From an optimization exercise on the open Yosys and OpenROAD flow, aimed at small area; shortcuts taken in it are not production practice.
Where RTL was checked, it was by simulation tests only, not by an equivalence proof against the original.

// wblsm_core
module wblsm_core (
    input  wire        clk,
    input  wire        rst,
    input  wire [31:0] prog_len,
    output wire [31:0] prog_addr,
    input  wire [31:0] prog_data,
    output wire [1:0]  status,
    output wire [2:0]  cause,
    output wire [31:0] result,
    output wire [4:0]  depth
);
==> flow/config.mk <==
export PLATFORM = sky130hd
export DESIGN_NAME = wblsm_core
export DESIGN_NICKNAME = wblsm_core
export VERILOG_FILES = /design/flow/design.v
export SDC_FILE = /design/flow/constraint.sdc
export NUM_CORES = 8
export LEC_CHECK = 0
export CAP_MARGIN = 20
export CORE_MARGIN = 2
export CORE_UTILIZATION = 65
export CTS_BUF_LIST = sky130_fd_sc_hd__clkbuf_8
export CTS_CLUSTER_DIAMETER = 50
export CTS_CLUSTER_SIZE = 20
export PLACE_DENSITY = 0.75
export SLEW_MARGIN = 20
==> flow/constraint.sdc <==
create_clock -name core_clock -period 12.0 [get_ports {clk}]
set_input_delay 2.4000 -clock core_clock [delete_from_list [all_inputs] [get_ports {clk}]]
set_output_delay 2.4000 -clock core_clock [all_outputs]
set_load 0.01 [all_outputs]
standard.sh (not shown) runs the stock make flow with config.mk's settings and CLKGATE_MAP_FILE= SYNTH_SCRIPT=/design/flow/synth_recipe.tcl, a recipe that flattens the netlist after the stock synthesis.
==> flow/flow/run.sh <==
#!/bin/bash
# The standard layout (the standard.sh, unchanged synthesis), with
# sky130_fd_sc_hd__buf_1 as the cell that buffers the ports.
set -euo pipefail
export BUFFER_PORTS_ARGS="-buffer_cell sky130_fd_sc_hd__buf_1"
bash standard.sh > standard.log 2>&1
Next try:
--- a/flow/design.v
+++ b/flow/design.v
@@ -180,16 +180,17 @@
                  rE ? (eqR ? IP0 : Fo[0]) :
                  IP0;
     reg  ge_q;
     wire plb  = prog_len[ph];
     wire geu  = ph0 | ge_q;
     wire gen  = (IP0 & ~plb) | (~(IP0 ^ plb) & geu);
     wire isop = (prog_data[31:4] == 28'd0) & (prog_data[3:0] != 4'hF);
-    wire ph03 = (ph[4:2] == 3'd0);
-    wire B_in = cE ? (ph03 ? spm1[ph[1:0]] : bt[0]) : rE ? B[4] : B0;
+    wire [3:0] fpm1 = fp - 4'd1;
+    wire bwrite = cE & (ph[4:2] == fp[2:0]);
+    wire B_in = bwrite ? spm1[ph[1:0]] : B0;
     wire Qin = lc ? D0 : lpop ? Lo[0] : Q0;
     wire rin = (ldP1 & membit) | (ldP2 & R0);
     always @(posedge clk) begin
         if (dshift) D <= {sum, D[31:1]};
         if (iter) Q <= {Q[30:0], qbit};
         else      Q <= {Qin, Q[31:1]};
         if (iter) begin
@@ -197,15 +198,14 @@
             Rs <= S33[32];
         end else begin
             R  <= {rin, R[31:1]};
             Rs <= (wb & aMOD) ? Rs : 1'b0;
         end
         IP <= {ip_in, IP[31:1]};
         B  <= {B_in, B[31:1]};
-        if (cE | (rE & ph03)) bt <= {B0, bt[3:1]};
         c_q  <= cnext;
         ic_q <= IP0 & icu;
     end
     generate
         for (g = 0; g < 14; g = g + 1) begin : lst
             wire prev = (g == 0) ? Q0 : Lo[(g == 0) ? 0 : g - 1];
             wire next = (g == 13) ? Lo[13] : Lo[(g == 13) ? 13 : g + 1];
@@ -269,14 +269,15 @@
             if (ph1) nx <= {isop, prog_data[3:0]};
             if (ph31) A <= (nx == 5'b10001) ? Q[6:1] : D[6:1];
             else if (ph0 & dup & ~dupok) A[3:0] <= 4'hF;
             zA <= (ph0 | zA) & ((ph < 5'd6) | ~((nx == 5'b10001) ? Qin : sum));
             ge_q <= gen;
             eqT <= (ph0 | eqT) & (sum == IP0);
             eqR <= (ph0 | eqR) & (Fo[0] == IP0);
+            if (ph[4:2] == fpm1[2:0]) bt <= {B0, bt[3:1]};
         end
     end
     assign prog_addr = IP;
     assign status    = status_q;
     assign cause     = cause_q;
     assign result    = D;
     assign depth     = sp;
Outcome: Sequential share of layout area went down by 0.24 points. Final area rises by 0.31%. Area after synthesis hardly moves. Wire length rose by 0.30%. Critical path depth grows by 1.
Only the layout flow was run in the second run of this note; the RTL was not checked for function there.

==> separate check: timing with driven ports <==
The results above use ideal ports. As a check the final layouts listed here were re-extracted and re-timed, cells and wires unchanged.
Step 1 assumes that a clkbuf_16 drives the clock port and a buf_2 every other input.
Step 2 times the ports against the registers' clock, not the clock port: input delays grow and output delays shrink by t, the midpoint of the rising clock arrivals with the driver on.
Slacks: ideal / step 1 / step 2; pairs: ideal / step 1.
| run | shift t [ns] | setup slack, ns | pins driven straight from the clock port |
|---|---|---|---|
| the first run | 0.750 | 0.624 / 0.624 / 0.624 | 1 |
| the second run | 0.756 | 0.424 / 0.424 / 0.424 | 1 |
After both steps setup and hold are still met in every run listed.
